Background: an optimization exercise with open tools, aiming at small area, a short achievable clock period and few clock cycles per item. Do not read the settings as production practice.
In this exercise RTL edits were held to simulation tests only and were not proved equivalent to the original.

==> flow/design.v <==
module lsc_mapper_front (
    input  wire [15:0] val,
    input  wire [1:0]  vm3,      
    input  wire [15:0] rmin,
    input  wire [15:0] rmax,
    input  wire        imm,
    input  wire        trunc,
    output wire [25:0] n,        
    output wire [15:0] dn        
);
    function [51:0] csa;
        input [25:0] a, b, c;
        csa = {((a & b) | (a & c) | (b & c)) << 1, a ^ b ^ c};
    endfunction
    reg  [7:0] m30;
    always @(*) begin
        case ({val[0], vm3})
            3'b000: m30 = 8'd0;   3'b001: m30 = 8'd60;  3'b010: m30 = 8'd120;
            3'b100: m30 = 8'd90;  3'b101: m30 = 8'd150; 3'b110: m30 = 8'd30;
            default: m30 = 8'd0;
        endcase
    end
    wire [25:0] vv = {10'd0, val};
    wire [25:0] rn = {10'd0, ~rmin};
    wire [7:0]  mn = ~(trunc ? m30 : 8'd0);              
    localparam [25:0] K = 26'h34BFFB5;   
    wire [25:0] o1 = vv << 7;
    wire [25:0] o2 = vv << 4;
    wire [25:0] o3 = vv << 2;
    wire [25:0] o4 = imm ? (vv << 5) : (vv << 1);
    wire [25:0] o5 = rn << 7;
    wire [25:0] o6 = rn << 5;
    wire [25:0] o7 = rn << 4;
    wire [25:0] o8 = rn << 2;
    wire [25:0] o9 = {18'd0, mn};
    wire [51:0] a1 = csa(o1, o2, o3);
    wire [51:0] a2 = csa(o4, o5, o6);
    wire [51:0] a3 = csa(o7, o8, K);
    wire [51:0] b1 = csa(a1[25:0], a1[51:26], a2[25:0]);
    wire [51:0] b2 = csa(a2[51:26], a3[25:0], a3[51:26]);
    wire [51:0] c1 = csa(b1[25:0], b1[51:26], b2[25:0]);
    wire [51:0] d1 = csa(c1[25:0], c1[51:26], b2[51:26]);
    wire [51:0] e1 = csa(d1[25:0], d1[51:26], o9);
    assign n  = e1[25:0] + e1[51:26];
    assign dn = ~(rmax - rmin);
endmodule
module lsc_mapper_div2 (
    input  wire [17:0] win,
    input  wire [15:0] dn,
    output wire [1:0]  q,
    output wire [15:0] rem
);
    function [16:0] dstep;       
        input [16:0] top;
        input [15:0] dn;
        reg   [17:0] t;
        begin
            t = {1'b0, top} + {2'b11, dn} + 18'd1;       
            dstep = t[17] ? {1'b0, top[15:0]} : {1'b1, t[15:0]};
        end
    endfunction
    wire [16:0] a = dstep(win[17:1], dn);
    wire [16:0] b = dstep({a[15:0], win[0]}, dn);
    assign q   = {a[16], b[16]};
    assign rem = b[15:0];
endmodule
module lsc_mapper_div3 (
    input  wire [18:0] win,
    input  wire [15:0] dn,
    output wire [2:0]  q,
    output wire [15:0] rem
);
    wire [1:0]  qa;
    wire [15:0] ra;
    lsc_mapper_div2 u2 (.win(win[18:1]), .dn(dn), .q(qa), .rem(ra));
    wire [17:0] t = {1'b0, ra, win[0]} + {2'b11, dn} + 18'd1;   
    assign q   = {qa, ~t[17]};
    assign rem = t[17] ? {ra[14:0], win[0]} : t[15:0];
endmodule
module lsc_mapper_lux_hi (
    input  wire [15:0] val,
    output wire [7:0]  q,        
    output wire [1:0]  r,        
    output wire [8:0]  lo9       
);
    wire [18:0] x5 = {3'd0, val} + {1'b0, val, 2'b00};
    wire [9:0]  qq = x5[18:9] / 10'd3;
    wire [9:0]  rr = x5[18:9] % 10'd3;
    assign q   = qq[7:0];
    assign r   = rr[1:0];
    assign lo9 = x5[8:0];
endmodule
module lsc_mapper (
    input  wire        clk,
    input  wire        rst,
    input  wire        in_valid,
    output wire        in_ready,
    input  wire        in_imm,
    input  wire        in_mtrunc,
    input  wire [15:0] in_value,
    input  wire [15:0] in_rmin,
    input  wire [15:0] in_rmax,
    output wire        out_valid,
    input  wire        out_ready,
    output wire [7:0]  out_angle,
    output wire [31:0] out_lux
);
    reg        k_valid;              
    reg        rdy;                  
    wire       adv = ~k_valid;       
    assign in_ready = rdy;
    reg        v0;
    reg        imm0, trunc0;
    reg [15:0] val0, rmin0, rmax0;
    function [1:0] add3;         
        input [1:0] a, b;
        case ({a, b})
            4'b0000: add3 = 2'd0; 4'b0001: add3 = 2'd1; 4'b0010: add3 = 2'd2;
            4'b0100: add3 = 2'd1; 4'b0101: add3 = 2'd2; 4'b0110: add3 = 2'd0;
            4'b1000: add3 = 2'd2; 4'b1001: add3 = 2'd0; 4'b1010: add3 = 2'd1;
            default: add3 = 2'd0;
        endcase
    endfunction
    function [1:0] dig3;         
        input [1:0] d;
        dig3 = {d[1] & ~d[0], d[0] & ~d[1]};
    endfunction
    function [1:0] pair3;        
        input [3:0] x;
        pair3 = add3(dig3(x[1:0]), dig3(x[3:2]));
    endfunction
    wire [1:0] vm3 = add3(add3(pair3(val0[3:0]),  pair3(val0[7:4])),
                          add3(pair3(val0[11:8]), pair3(val0[15:12])));
    wire [25:0] n_s1;
    wire [15:0] d_s1;
    lsc_mapper_front u_front (
        .val(val0), .vm3(vm3), .rmin(rmin0), .rmax(rmax0), .imm(imm0), .trunc(trunc0),
        .n(n_s1), .dn(d_s1)
    );
    reg        v1, neg1;
    reg [23:0] n1;
    reg [15:0] d1, val1;         
    wire [2:0]  q765;
    wire [15:0] rem765;
    lsc_mapper_div3 u_div765 (.win(n1[23:5]), .dn(d1), .q(q765), .rem(rem765));
    wire [16:0] ov_t   = {1'b0, n1[23:8]} + {1'b1, d1} + 17'd1;
    wire        ovf_s2 = ~ov_t[16];                          
    reg        v2, neg2, ovf2;
    reg [20:0] r2;               
    reg [2:0]  q2;
    reg [15:0] d2, val2;
    wire [2:0]  q432;
    wire [15:0] rem432;
    lsc_mapper_div3 u_div432 (.win(r2[20:2]), .dn(d2), .q(q432), .rem(rem432));
    wire [5:0]  qh = {q2, q432};                             
    wire [7:0]  lqh_s3;
    wire [1:0]  lrh_s3;
    wire [8:0]  llo_s3;
    lsc_mapper_lux_hi u_luxh (.val(val2), .q(lqh_s3), .r(lrh_s3), .lo9(llo_s3));
    reg        v3, neg3, ovf3;
    reg [17:0] r3;
    reg [5:0]  q3;
    reg [15:0] d3;
    reg [7:0]  lqh3;             
    reg [10:0] llo3;             
    wire [17:0] t1  = {1'b0, r3[17:1]} + {2'b11, d3} + 18'd1;       
    wire [15:0] rr1 = t1[17] ? r3[16:1] : t1[15:0];
    wire [17:0] t0  = {1'b0, rr1, r3[0]} + {2'b11, d3} + 18'd1;     
    wire [1:0]  q10 = {~t1[17], ~t0[17]};
    wire        sat = ovf3 | (q3 >= 6'd45);                  
    wire [7:0]  ang_s4 = neg3 ? 8'd0 : sat ? 8'd180 : {q3, q10};
    wire [10:0] lqq = llo3 / 11'd3;
    wire [10:0] lrr = llo3 % 11'd3;
    wire [8:0]  lql = lqq[8:0];
    wire [1:0]  lr  = lrr[1:0];
    wire [16:0] lq = {lqh3[7:0], lql};
    reg        o_valid;
    reg [7:0]  o_angle;
    reg [16:0] o_lux;
    reg [1:0]  o_r;
    reg [7:0]  k_angle;
    reg [16:0] k_lux;
    reg [1:0]  k_r;
    wire o_free  = ~o_valid | out_ready;
    wire o_sel_k = k_valid & out_ready;          
    wire o_sel_n = ~k_valid & o_free;            
    wire o_hold  = ~(o_sel_k | o_sel_n);
    always @(posedge clk) begin
        if (rst) begin
            v0 <= 1'b0; v1 <= 1'b0; v2 <= 1'b0; v3 <= 1'b0;
            o_valid <= 1'b0;
            k_valid <= 1'b0;
            rdy     <= 1'b1;
        end else begin
            if (adv) begin
                v0 <= in_valid;
                v1 <= v0;
                v2 <= v1;
                v3 <= v2;
            end
            if (k_valid) begin
                if (out_ready) begin
                    o_valid <= 1'b1;
                    k_valid <= 1'b0;
                    rdy     <= 1'b1;
                end
            end else if (o_free) begin
                o_valid <= v3;
            end else if (v3) begin
                k_valid <= 1'b1;
                rdy     <= 1'b0;
            end
        end
        if (adv) begin
            imm0   <= in_imm;
            trunc0 <= ~in_imm & in_mtrunc;
            val0   <= in_value;
            rmin0  <= in_rmin;
            rmax0  <= in_rmax;
            n1   <= n_s1[23:0];
            neg1 <= n_s1[25];
            d1   <= d_s1;
            val1 <= val0;
            r2   <= {rem765, n1[4:0]};
            q2   <= q765;
            neg2 <= neg1;
            ovf2 <= ovf_s2;
            d2   <= d1;
            val2 <= val1;
            r3   <= {rem432, r2[1:0]};
            q3   <= qh;
            neg3 <= neg2;
            ovf3 <= ovf2;
            d3   <= d2;
            lqh3 <= lqh_s3;
            llo3 <= {lrh_s3, llo_s3};
        end
        o_angle <= ({8{o_sel_k}}  & k_angle) | ({8{o_sel_n}}  & ang_s4) | ({8{o_hold}}  & o_angle);
        o_lux   <= ({17{o_sel_k}} & k_lux)   | ({17{o_sel_n}} & lq)     | ({17{o_hold}} & o_lux);
        o_r     <= ({2{o_sel_k}}  & k_r)     | ({2{o_sel_n}}  & lr)     | ({2{o_hold}}  & o_r);
        if (~k_valid & ~o_free) begin
            k_angle <= ang_s4;
            k_lux   <= lq;
            k_r     <= lr;
        end
    end
    assign out_valid = o_valid;
    assign out_angle = o_angle;
    assign out_lux = {o_lux,
                      o_r[1], o_r[0], o_r[1], o_r[0], o_r[1], o_r[0], o_r[1], o_r[0],
                      o_r[1], o_r[0], o_r[1], o_r[0], o_r[1], o_r[0], o_r[1]};
endmodule
clock: 22.0 ns
lec_check: 0
abc_area: 1
cap_margin: 20
core_margin: 2
core_utilization: 55
cts_buf_list: sky130_fd_sc_hd__clkbuf_16
cts_cluster_diameter: 80
cts_cluster_size: 20
slew_margin: 20
synth_hierarchical: 1
standard.sh (not shown) runs the stock make flow with config.mk's settings and CLKGATE_MAP_FILE= SYNTH_SCRIPT=/design/flow/synth_recipe.tcl, a recipe that flattens the netlist after the stock synthesis.
==> flow/flow/run.sh <==
#!/bin/bash
# Layout: the standard flow (standard synthesis, same constraints), with ORFS's
# repair_timing asked for a larger setup margin so that it also works on paths that
# already meet the 22 ns clock, and plain buffers on the ports.  Each tool's output
# goes to a log file here.
set -euo pipefail
bash standard.sh SETUP_SLACK_MARGIN=16.5 "BUFFER_PORTS_ARGS=-buffer_cell sky130_fd_sc_hd__buf_2" finish > flow_make.log 2>&1
Testbench counts at the start, summed over its fixed seeds: cycles 2,088, items 2,048.
Next try:
--- a/flow/design.v
+++ b/flow/design.v
@@ -179,14 +179,11 @@
     reg [16:0] o_lux;
     reg [1:0]  o_r;
     reg [7:0]  k_angle;
     reg [16:0] k_lux;
     reg [1:0]  k_r;
-    wire o_free  = ~o_valid | out_ready;
-    wire o_sel_k = k_valid & out_ready;          
-    wire o_sel_n = ~k_valid & o_free;            
-    wire o_hold  = ~(o_sel_k | o_sel_n);
+    wire o_free = ~o_valid | out_ready;
     always @(posedge clk) begin
         if (rst) begin
             v0 <= 1'b0; v1 <= 1'b0; v2 <= 1'b0; v3 <= 1'b0;
             o_valid <= 1'b0;
             k_valid <= 1'b0;
@@ -233,14 +230,21 @@
             ovf3 <= ovf2;
             d3   <= d2;
             lqh3 <= lqh_s3;
             llo3 <= {lrh_s3, llo_s3};
         end
-        o_angle <= ({8{o_sel_k}}  & k_angle) | ({8{o_sel_n}}  & ang_s4) | ({8{o_hold}}  & o_angle);
-        o_lux   <= ({17{o_sel_k}} & k_lux)   | ({17{o_sel_n}} & lq)     | ({17{o_hold}} & o_lux);
-        o_r     <= ({2{o_sel_k}}  & k_r)     | ({2{o_sel_n}}  & lr)     | ({2{o_hold}}  & o_r);
-        if (~k_valid & ~o_free) begin
+        if (k_valid) begin
+            if (out_ready) begin
+                o_angle <= k_angle;
+                o_lux   <= k_lux;
+                o_r     <= k_r;
+            end
+        end else if (o_free) begin
+            o_angle <= ang_s4;
+            o_lux   <= lq;
+            o_r     <= lr;
+        end else begin
             k_angle <= ang_s4;
             k_lux   <= lq;
             k_r     <= lr;
         end
     end
Result: The changed run passed the timing, DRC and antenna checks; critical path depth stays the same; global-route usage goes up by 0.99 points; design area goes down by 0.39%; routed wire length goes up by 3.5%; clock-buffer cell count goes down by 3; synthesized area hardly moves; fmax goes down by 2.0%.
Testbench counts after the change, summed over its fixed seeds: cycles 2,088, items 2,048.

separate check: timing with driven ports:
The results above use ideal ports. As a check the final layouts listed here were re-extracted and re-timed, cells and wires unchanged. Step 1 (the two cells are an assumption about what drives the block):
set clk [get_ports {clk}]
set_driving_cell -lib_cell sky130_fd_sc_hd__clkbuf_16 $clk
set_driving_cell -lib_cell sky130_fd_sc_hd__buf_2 [delete_from_list [all_inputs] $clk]
Step 2 moves the port delays by t, midway between the first and last clock arrival at a register: inputs arrive t later, outputs are due t later. That takes back most of the time a late clock gives input paths. Three values: ideal ports, drivers, drivers and shift; two values: the first two.
run | shift t [ns] | setup slack, ns | hold slack, ns
the first run | 0.623 | 16.494 / 16.434 / 16.174 | 0.402 / 0.402 / 0.402
the second run | 0.615 | 16.381 / 16.325 / 16.098 | 0.410 / 0.410 / 0.410
After both steps setup and hold are still met in every run listed. The setup slack of the first run, which loses most, moves by -0.060 ns with the drivers and by -0.320 ns with both steps.
